Background: an optimization exercise with open tools, aiming at small area, a short achievable clock period and few clock cycles. Do not read the settings as production practice.
In this exercise RTL edits were held to simulation tests only and were not proved equivalent to the original.
No activity file was given, so power comes from the tool's default toggle rates.

<file path="flow/design.v">
module vn_alu (
    input  wire [3:0]  op,
    input  wire [19:0] a,     
    input  wire [19:0] b,     
    output reg  [19:0] y
);
    always @(*) begin
        case (op)
            4'h3:    y = a + b;       
            4'h4:    y = a - b;       
            4'h5:    y = a & b;       
            4'h6:    y = a | b;       
            4'h7:    y = ~a;          
            4'h8:    y = a ^ b;       
            default: y = b;
        endcase
    end
endmodule
module vn_memory (
    input  wire        clk,
    input  wire        st_go,     
    input  wire        st_ok,     
    input  wire [6:0]  st_addr,
    input  wire        ld_we,
    input  wire [6:0]  ld_addr,
    input  wire [19:0] wdata,
    input  wire [6:0]  fa_addr,
    output reg  [19:0] fa_data,
    input  wire [6:0]  fb_addr,
    output reg  [19:0] fb_data,
    input  wire [6:0]  obs_addr,
    output reg  [19:0] obs_data
);
    localparam MEM_SIZE = 100;
    wire [19:0] q [0:MEM_SIZE-1];
    genvar k;
    generate
        for (k = 0; k < MEM_SIZE; k = k + 1) begin : g_word
            reg [19:0] w;
            wire st_hit = st_ok && st_addr == k;
            always @(posedge clk)
                if ((st_go && st_hit) || (ld_we && ld_addr == k))
                    w <= wdata;
            assign q[k] = w;
        end
    endgenerate
    wire [19:0] ga [0:24];
    wire [19:0] gb [0:24];
    wire [19:0] go [0:24];
    generate
        for (k = 0; k < 25; k = k + 1) begin : g_grp
            assign ga[k] = q[4*k + fa_addr[1:0]];
            assign gb[k] = q[4*k + fb_addr[1:0]];
            assign go[k] = q[4*k + obs_addr[1:0]];
        end
    endgenerate
    integer i, j, n;
    always @(*) begin
        fa_data = 20'd0;
        for (i = 0; i < 25; i = i + 1)
            fa_data = fa_data | ({20{fa_addr[6:2] == i}} & ga[i]);
    end
    always @(*) begin
        fb_data = 20'd0;
        for (j = 0; j < 25; j = j + 1)
            fb_data = fb_data | ({20{fb_addr[6:2] == j}} & gb[j]);
    end
    always @(*) begin
        obs_data = 20'd0;
        for (n = 0; n < 25; n = n + 1)
            obs_data = obs_data | ({20{obs_addr[6:2] == n}} & go[n]);
    end
endmodule
module vn_core (
    input  wire        clk,
    input  wire        rst_n,        
    input  wire        tick,         
    input  wire        cancel,       
    output wire        ready,        
    output reg  [2:0]  status,       
    output reg  [1:0]  fault_reason, 
    output reg         fault_phase,  
    input  wire        load_we,
    input  wire [6:0]  load_addr,
    input  wire [19:0] load_data,
    input  wire [6:0]  obs_addr,
    output wire [19:0] obs_data,
    output wire [19:0] pc,
    output wire [19:0] mar,
    output wire [19:0] mdr,
    output wire [19:0] cir,
    output reg  [19:0] acc,
    output wire        in_req,
    input  wire        in_valid,
    input  wire        in_eoi,
    input  wire [19:0] in_data,
    output wire        out_valid,
    output wire [19:0] out_data
);
    localparam [2:0] ST_RUNNING   = 3'd0,
                     ST_HALTED    = 3'd1,
                     ST_FAULTED   = 3'd2,
                     ST_EXHAUSTED = 3'd3,
                     ST_CANCELLED = 3'd4;
    localparam [1:0] FR_NONE      = 2'd0,
                     FR_OPCODE    = 2'd1,
                     FR_ADDRESS   = 2'd2;
    localparam [3:0] OP_LDA = 4'h1, OP_STA = 4'h2, OP_ADD = 4'h3, OP_SUB = 4'h4,
                     OP_AND = 4'h5, OP_OR  = 4'h6, OP_NOT = 4'h7, OP_XOR = 4'h8,
                     OP_INP = 4'h9, OP_OUT = 4'hA, OP_HLT = 4'hB;
    reg  [6:0]  pc_q;
    reg  [6:0]  mar_q;
    reg  [19:0] cir_q;
    reg         inp_wait;    
    reg  [19:0] ir;          
    reg         ir_stale;    
    assign pc  = {13'd0, pc_q};
    assign mar = {13'd0, mar_q};
    assign mdr = cir_q;
    assign cir = cir_q;
    wire running = (status == ST_RUNNING);
    assign ready = !inp_wait && !ir_stale;
    wire start   = ready && running && tick && !cancel;
    wire        fetch_ok = (pc_q < 7'd100);
    wire [19:0] word = ir;
    wire [3:0]  op  = word[19:16];
    wire [15:0] opd = word[15:0];
    wire        opd_ok = (opd[15:7] == 9'd0) && (opd[6:0] < 7'd100);
    wire is_mem = (op == OP_LDA) || (op == OP_ADD) || (op == OP_SUB) ||
                  (op == OP_AND) || (op == OP_OR)  || (op == OP_XOR);
    wire        st_ok  = fetch_ok && (op == OP_STA) && opd_ok;
    wire        store  = start && st_ok;
    wire [19:0] mem_wdata = load_we ? load_data : acc;
    wire [19:0] operand;
    wire        advance = start && fetch_ok;
    wire [6:0]  pc_p1 = pc_q + 7'd1;
    wire [6:0]  fetch_addr = ir_stale ? pc_q : pc_p1;
    wire [19:0] fetch_word;
    vn_memory u_mem (
        .clk(clk),
        .st_go(start), .st_ok(st_ok), .st_addr(opd[6:0]),
        .ld_we(load_we), .ld_addr(load_addr), .wdata(mem_wdata),
        .fa_addr(fetch_addr), .fa_data(fetch_word),
        .fb_addr(opd[6:0]), .fb_data(operand),
        .obs_addr(obs_addr), .obs_data(obs_data)
    );
    wire [19:0] alu_y;
    vn_alu u_alu (.op(op), .a(acc), .b(operand), .y(alu_y));
    assign in_req    = inp_wait || (start && fetch_ok && op == OP_INP);
    assign out_valid = start && fetch_ok && (op == OP_OUT);
    assign out_data  = acc;
    wire        ld_fetch = load_we && load_addr == fetch_addr;
    wire        ld_pc    = load_we && load_addr == pc_q;
    wire        st_next  = st_ok && opd[6:0] == pc_p1;
    always @(posedge clk) begin
        if (!rst_n) begin
            ir_stale <= 1'b1;
        end else if (ir_stale) begin
            ir       <= ld_fetch ? load_data : fetch_word;
            ir_stale <= 1'b0;
        end else if (advance) begin
            ir <= store && st_next ? acc : ld_fetch ? load_data : fetch_word;
        end else if (ld_pc) begin
            ir <= load_data;
        end
    end
    always @(posedge clk) begin
        if (!rst_n) begin
            status       <= ST_RUNNING;
            fault_reason <= FR_NONE;
            fault_phase  <= 1'b0;
            pc_q         <= 7'd0;
            mar_q        <= 7'd0;
            cir_q        <= 20'd0;
            acc          <= 20'd0;
            inp_wait     <= 1'b0;
        end else if (inp_wait) begin
            if (in_valid) begin
                acc      <= in_data;
                inp_wait <= 1'b0;
            end else if (in_eoi) begin
                status   <= ST_EXHAUSTED;
                inp_wait <= 1'b0;
            end
        end else if (ir_stale) begin
        end else if (running && cancel) begin
            status <= ST_CANCELLED;
        end else if (start) begin
            mar_q <= pc_q;
            if (!fetch_ok) begin
                status       <= ST_FAULTED;
                fault_reason <= FR_ADDRESS;
                fault_phase  <= 1'b0;
            end else begin
                cir_q <= word;
                pc_q  <= pc_p1;
                if (is_mem || op == OP_STA) begin
                    if (!opd_ok) begin
                        status       <= ST_FAULTED;
                        fault_reason <= FR_ADDRESS;
                        fault_phase  <= 1'b1;
                    end else if (is_mem) begin
                        acc <= alu_y;
                    end
                end else begin
                    case (op)
                        OP_NOT: acc <= alu_y;
                        OP_INP: begin
                            if (in_valid)
                                acc <= in_data;
                            else if (in_eoi)
                                status <= ST_EXHAUSTED;
                            else
                                inp_wait <= 1'b1;
                        end
                        OP_OUT: ;
                        OP_HLT: status <= ST_HALTED;
                        default: begin
                            status       <= ST_FAULTED;
                            fault_reason <= FR_OPCODE;
                            fault_phase  <= 1'b1;
                        end
                    endcase
                end
            end
        end
    end
endmodule
</file>
<file path="flow/run.sh">
#!/bin/bash
# synth_recipe.tcl (not shown) runs the flow's synth.tcl, then flattens the netlist and writes it again
# the make line also repeats each setting of config.mk as NAME=value (left out here)
make -C /OpenROAD-flow-scripts/flow DESIGN_CONFIG=/design/flow/config.mk WORK_HOME=/design/flow/orfs CLKGATE_MAP_FILE= SYNTH_SCRIPT=/design/flow/synth_recipe.tcl finish
</file>
<file path="flow/config.mk">
export PLATFORM = sky130hd
export DESIGN_NAME = vn_core
export DESIGN_NICKNAME = vn_core
export VERILOG_FILES = /design/flow/design.v
export SDC_FILE = /design/flow/constraint.sdc
export NUM_CORES = 4
export LEC_CHECK = 0
export CAP_MARGIN = 20
export CORE_MARGIN = 2
export CORE_UTILIZATION = 35
export PLACE_DENSITY = 0.55
export SETUP_SLACK_MARGIN = 4
export SLEW_MARGIN = 20
</file>
<file path="flow/constraint.sdc">
create_clock -name core_clock -period 10.0 [get_ports {clk}]
set_input_delay 2.0000 -clock core_clock [delete_from_list [all_inputs] [get_ports {clk}]]
set_output_delay 2.0000 -clock core_clock [all_outputs]
set_load 0.01 [all_outputs]
</file>
==> impl_metrics.csv, run 1 <==
group,metric,value,unit
run_status,outcome,"finished clean",
clocking,cts_max_level,4,
clocking,postCtsHoldBufs,0,
die,core,321000,um^2
routing,vias,91873,
critical_path,critPathKind,"in2out",
synth,syn_area,113000,um^2
synth,synth_top_family_by_area,"multiplexers",
timing,tns,0,ns
routing,antenna_left,0,
die,fp.dieH,573,um
routing,wl_per_cell,53.5,um
routing,drt_iter0_drc,20820,
global_route,grt_antenna_before_repair,63,
synth,async_reset_ff_share,0,%
timing,setup_viol,0,
routing,avgViaCountPerCell,7.83,
synth,synth-compound-area-share,6.94,%
global_route,grt_overflow_total,0,
synth,synth-seq-area-share,54.7,%
critical_path,required,8.00,ns
die,io_pins,210,
placed_design,post-place-cells,10783,
final_layout,area_growth,21.7,%
synth,synth_xor_area_share,0.425,%
timing,fin_crit,6.38,ns
critical_path,endpoint_kind,"output pin",
worst_hold_path,hp-class,"reg2reg",
clocking,clk_latency,1.01,ns
pwr,leakagePower,43.8,nW
synth,ys_seq_elements,2082,
synth,synth-simple-area-share,4.37,%
synth,synth_top_area_share,53.6,%
routing,drc_errors,0,
timing,fin_crit_sh,63.8,%
final_layout,utilization,42.9,%
placed_design,hpwlAfterDp,366000,um
timing,finalHoldViolations,0,
pwr,p_per_area,157,nW/um^2
timing,max_slew_margin,13.3,%
synth,yosys_warnings,3,
synth,synth_area_leader_cell,"edfxtp_1",
global_route,grt_pass1_vias,81006,
synth,avgSynthCellArea,17.3,um^2
global_route,grt_max_degree,101,
die,die-area,328000,um^2
flow_run,max_cap_violations,0,
critical_path,crit_arrival,4.38,ns
synth,synth-main-ff-cell,"edfxtp_1",
placed_design,io_buffers,183,
critical_path,worst-path-max-fanout,10,
die,start_util,35.2,%
synth,synth_cell_type_count,74,
synth,synth_area_leaders,"edfxtp_1 (54%), mux4_2 (30%), a22oi_1 (4.0%)",
clocking,cts_inserted_buffers,233,
clocking,clkTransAtPathRegs,0.05,ns
synth,synthMuxAreaShare,29.9,%
synth,netlist_instances,6560,
final_layout,drive_gt1_share,41.4,%
synth,synth_adder_area_share,0.692,%
critical_path,start_kind,"primary input",
timing,fin_skew,0.117,ns
placed_design,place_congestion,0.993,
timing,tightest_slew,1.30,ns
routing,drt_wl_total,627000,um
routing,detail_route.first_pass.iterations,10,
final_layout,final-instance-count-excl-fill,11731,
timing,final-max-slew-violation-count,0,
clocking,clockBufferDepth,4,
pwr,ir_drop,0.000175,V
synth,synth-edff-count,2020,
clocking,cts_tree,"built",
clocking,cts.sinks,2082,
clocking,cts_root_buf,"clkbuf_16",
global_route,grt.total_usage,36.9,%
timing,rsz0062_at_grt,"yes",
die,die_w,573,um
global_route,grt_pass1_wl,802000,um
final_layout,fin_nets,7226,
die,rows,208,
timing,max_freq,157,MHz
state kept, by name, summed over array words and instances, names as in the netlist, 2 cells and up:
register        cells
pc_q                7
fault_reason        2
u_mem.g_word.w   2000
status              3
acc                20
mar_q               7
ir                 20
cir_q              20
final timing paths:
path                from            to  slack [ns]  cells after the start
min            cir_q[11]     cir_q[11]        0.47                      2
min reg2reg    cir_q[11]     cir_q[11]        0.47                      2
max reg2reg        ir[2]       acc[17]        3.93                     24
max          obs_addr[0]  obs_data[16]        3.62                     10
what timing repair did:
| item | CTS | global route |
|---|---|---|
| endpoints found under the setup margin | 298 | 36 |
| buffers inserted | 187 | 130 |
| gates resized for setup | 383 | 143 |
| pin swaps | 78 | 70 |
| gates cloned | 54 | 12 |
| hold endpoints to repair | 0 | 0 |
report_power, final:
group | switching [mW] | internal [mW] | total [mW]
logic | 1.79 | 1.25 | 3.04
clock network | 3.90 | 5.08 | 8.98
registers | 0.0329 | 9.62 | 9.65
metrics by stage:
step	power (mW)	instance area, um^2	setup WS [ns]	hold WS [ns]
2_1_floorplan	11.4	113000	2.73	0.493
3_3_place_gp	12.3	123000	2.12	0.461
3_5_place_dp	12.3	123000	2.07	0.464
4_1_cts	21.3	135000	3.61	0.471
5_1_grt	21.9	137000	3.64	0.485
6_report	21.7	138000	3.62	0.466
kinds of logic (layout without fill, tap and decap cells):
kind of cell | count (synthesis) | in the layout
xor gates and xnor gates | 55 | 55
adders and majority gates | 62 | 62
DFF | 2082 | 2082
and+or+nand+nor | 1009 | 1009
buffers and inverters | 727 | 1434
muxes | 1512 | 1512
AOI/OAI and AO/OA | 1112 | 1112
other | 1 | 160
metal layers:
layer / vias to the layer above / track usage [%] / wire length (um)
met3: 3057 / 21.8 / 118000
met2: 11522 / 48.8 / 252000
met4: 68 / 28.8 / 59200
met1: 47301 / 42.9 / 198000
li1: 29925 / - / -
met5: - / 1.50 / 1070
critical path, stage by stage:
cell      delay (ns)
buf_16          0.19
buf_4           0.15
buf_12          0.10
buf_16          0.15
buf_4           0.13
mux4_2          0.57
a221oi_2        0.30
nand4_1         0.17
or3_4           0.44
buf_6           0.15
synth_stat cells, drive strengths merged (19+ instances only):
library cell and n:
a21oi 103, a221oi 19, a22o 48, a22oi 606, and2 31, and3 22
buf 288, clkbuf 382, dfxtp 62, edfxtp 2020, ha 61, inv 56
mux4 1500, nand2 348, nand3 147, nand4 134, nor2 148, nor3 39
nor4 27, o21ai 146, o221ai 26, o22ai 47, o311ai 21, or3 24
or4 25, xnor2 46
area by class of cell:
class	count	area [um^2]
clock inverter	145	1630
clock buffer	279	6020
timing repair buffer	953	11400
multi-input combinational	3776	50900
fill	27957	184000
tap	4305	5390
inverter	57	219
sequential	2082	61900
antenna	134	335
placed cells by master, fill, tap and decap left out, types with 18 or more instances in the layout:
cell type and count:
bufbuf_16 20, a21oi_1 92, nor2_4 30, clkbuf_16 245, o21ai_4 94, buf_6 50, inv_1 53, and3_1 21
nor3_1 24, a22o_1 48, and2_4 18, buf_12 105, clkinv_1 47, nor2_1 114, a22oi_1 548, edfxtp_1 2020
o221ai_1 26, a22oi_2 58, nand3_1 143, nand2_1 343, or4_4 21, nand4_1 134, nor4_1 21, diode_2 134
o21ai_0 44, clkinv_2 43, o311ai_0 21, o22ai_4 28, bufinv_16 31, clkdlybuf4s50_1 153, buf_4 515, mux4_2 1500
clkbuf_1 44, conb_1 26, buf_16 77, xnor2_1 45, o22ai_1 19, dfxtp_1 60, ha_1 60
Testbench counts, summed over its fixed seeds: cycles 8,676.
==> run 2, diff against run 1 <==
--- a/flow/config.mk
+++ b/flow/config.mk
@@ -9,4 +9,6 @@
 export CORE_MARGIN = 2
-export CORE_UTILIZATION = 35
-export PLACE_DENSITY = 0.55
+export CORE_UTILIZATION = 30
+export CTS_CLUSTER_DIAMETER = 60
+export CTS_CLUSTER_SIZE = 24
+export PLACE_DENSITY = 0.5
 export SETUP_SLACK_MARGIN = 4
==> impl_metrics.csv, run 2 <==
group,metric,value,unit
timing,tightest_slew,1.33,ns
routing,vias,88996,
placed_design,hpwlAfterDp,388000,um
timing,rsz0062_at_grt,"yes",
global_route,grt_pass1_wl,817000,um
final_layout,fin_nets,7193,
routing,drt_wl_total,641000,um
clocking,clockBufferDepth,4,
routing,drc_errors,0,
synth,yosysMostFrequentCell,"edfxtp_1",
global_route,grt_max_degree,103,
routing,drt_iter0_drc,18266,
final_layout,regMostFlops,"u_mem.g_word.w",
clocking,cts_tree,"built",
synth,synth_area_leader_cell,"edfxtp_1",
die,die-area,382000,um^2
die,io_pins,210,
routing,detail_route.first_pass.iterations,6,
timing,fin_skew,0.0882,ns
global_route,grt_antenna_before_repair,79,
placed_design,place_congestion,0.983,
synth,synth_area_leaders,"edfxtp_1 (54%), mux4_2 (30%), a22oi_1 (4.0%)",
synth,async_reset_ff_share,0,%
clocking,cts_root_buf,"clkbuf_16",
placed_design,io_buffers,183,
synth,ys_seq_elements,2082,
final_layout,largest_register_ffs,2000,
global_route,grt_overflow_total,0,
final_layout,layout_commonest_cell,"edfxtp_1",
pwr,p_per_area,153,nW/um^2
die,start_util,30.1,%
timing,finalHoldViolations,0,
final_layout,mostFrequentLayoutCells,"edfxtp_1 (2020), mux4_2 (1500), a22oi_1 (499)",
timing,fin_crit_sh,64.4,%
synth,yosys_warnings,3,
routing,antenna_left,0,
critical_path,crit_arrival,4.44,ns
timing,fin_crit,6.44,ns
die,rows,225,
pwr,leakagePower,43.6,nW
clocking,cts_max_level,4,
synth,synth-seq-area-share,54.7,%
synth,netlist_instances,6560,
synth,synth_cell_type_count,74,
clocking,clk_latency,0.98,ns
clocking,postCtsHoldBufs,0,
placed_design,post-place-cells,11471,
final_layout,final-instance-count-excl-fill,12341,
worst_hold_path,hp-class,"reg2reg",
critical_path,critPathKind,"in2out",
run_status,outcome,"finished clean",
synth,synth_top_area_share,53.6,%
timing,setup_viol,0,
synth,syn_area,113000,um^2
die,fp.dieH,618,um
final_layout,drive_gt1_share,43.0,%
flow_run,max_cap_violations,0,
synth,synth_commonest_cells,"edfxtp_1 (2020), mux4_2 (1500), a22oi_1 (606)",
final_layout,area_growth,22.3,%
global_route,grt.total_usage,32.6,%
critical_path,start_kind,"primary input",
clocking,cts_inserted_buffers,202,
global_route,grt_pass1_vias,80190,
synth,synth-edff-count,2020,
routing,wl_per_cell,52.0,um
routing,avgViaCountPerCell,7.21,
final_layout,fillers,34653,
die,die_w,618,um
timing,max_slew_margin,11.1,%
timing,final-max-slew-violation-count,0,
clocking,clkTransAtPathRegs,0.07,ns
critical_path,required,8.00,ns
timing,tns,0,ns
timing,max_freq,155,MHz
critical_path,worst-path-max-fanout,7,
clocking,cts.sinks,2082,
die,core,376000,um^2
critical_path,endpoint_kind,"output pin",
synth,synth-main-ff-cell,"edfxtp_1",
pwr,ir_drop,0.000155,V
synth,avgSynthCellArea,17.3,um^2
-- run 2: cell types whose count changed in the layout (fill, tap and decap cells not counted), sizes merged --
cell / before / now
clkinvlp: 11 / 15
clkdlybuf4s50: 153 / 154
clkbuf: 293 / 231
diode: 134 / 107
inv: 60 / 118
bufinv: 31 / 14
dlymetal6s2s: 1 / 0
clkinv: 100 / 65
-- run 2: where the power goes --
group | total [mW] | internal (mW) | switching (mW)
Clock | 8.49 | 4.34 | 4.15
Combinational | 3.08 | 1.26 | 1.82
Sequential | 9.64 | 9.60 | 0.0339
Total | 21.2 | 15.2 | 6.00
-- run 2: cells by family after synthesis --
logic type | Yosys count | share of synthesized area, %
AND/OR/NAND/NOR | 1009 | 4.37
other | 1 | 0.00331
multiplexers | 1512 | 29.9
AO/OA/AOI/OAI | 1112 | 6.94
adder cells (fa/ha/maj) | 62 | 0.692
flip-flops | 2082 | 54.7
buffers and inverters | 727 | 2.95
XOR/XNOR | 55 | 0.425
-- run 2: stage by stage --
step                      power [mW]  setup slack [ns]  utilization (%)  cell area, um^2  hold WS (ns)
after floorplan                 11.4              2.73                -           113000         0.493
after global placement          12.4              2.03             32.9           124000         0.462
after detailed placement        12.4              2.04             32.9           124000         0.467
after CTS                       21.0              3.59             36.3           136000         0.476
after global routing            21.5              3.58             36.8           138000         0.508
final                           21.2              3.56             36.9           138000         0.474
-- run 2: routing by layer --
layer	vias up	global-route usage (%)	share of wire [%]
li1	29819	-	-
met1	46938	39.8	34
met2	9970	43.8	40
met3	2225	16.0	17
met4	44	24.5	8.7
met5	-	1.17	0.13
-- run 2: worst max-delay path: stages --
cell     delay [ns]
buf_16         0.20
buf_12         0.17
buf_12         0.12
buf_16         0.13
buf_4          0.14
mux4_2         0.55
a22oi_1        0.31
nand4_1        0.19
or3_4          0.46
buf_6          0.16
-- run 2: timing repair --
action,4_1_cts,5_1_grt
endpoints found under the setup margin,46,47
cloned,51,12
buffers inserted,229,93
pin swaps,97,82
gates resized for setup,477,182
-- run 2: layout make-up --
cell class	count	area [um^2]	area share, %
clock buffers	219	5200	3.76
repair buffers	951	11400	8.26
well taps	4994	6250	4.51
diodes	107	268	0.193
clock inverters	155	1920	1.39
inverters	57	223	0.161
flip-flops and latches	2082	61900	44.7
multi-input cells	3776	51200	37.0
-- run 2: worst paths after layout --
check              startpoint     endpoint  slack, ns  cells after the start
setup / recovery  obs_addr[0]  obs_data[3]       3.56                     10
hold / removal      cir_q[11]    cir_q[11]       0.47                      2
setup reg to reg      pc_q[1]       ir[10]       3.90                     13
hold reg to reg     cir_q[11]    cir_q[11]       0.47                      2

[afterwards: timing with drivers on the ports]
Ports are ideal in the flow. The routed layouts listed here were re-timed in OpenROAD. Step 1 (the two cells are an assumption about what drives the block):
set clk [get_ports {clk}]
set_driving_cell -lib_cell sky130_fd_sc_hd__clkbuf_16 $clk
set_driving_cell -lib_cell sky130_fd_sc_hd__buf_2 [delete_from_list [all_inputs] $clk]
Step 2 adds t to the input delays and takes it off the output delays; t is the mean of the earliest and latest rising clock arrival at the registers after step 1. Input paths then give back, and output paths get back, about the clock's delay inside the block. Slacks: no drivers / after step 1 / after step 2; pairs: no drivers / after step 1.
| run | t, ns | slack for setup (ns) | worst hold slack (ns) | worst register clock-pin slew, ns | worst data-port slew with drivers (ns) |
|---|---|---|---|---|---|
| run 1 | 1.047 | 3.621 / 2.931 / 2.931 | 0.466 / 0.466 / 0.466 | 0.07 / 0.07 | 0.87 |
| run 2 | 1.034 | 3.555 / 3.129 / 3.040 | 0.474 / 0.474 / 0.474 | 0.09 / 0.09 | 0.51 |
After both steps setup and hold are still met in every run listed. The setup slack of run 1, which loses most, moves by -0.690 ns with the drivers and by -0.690 ns with both steps.
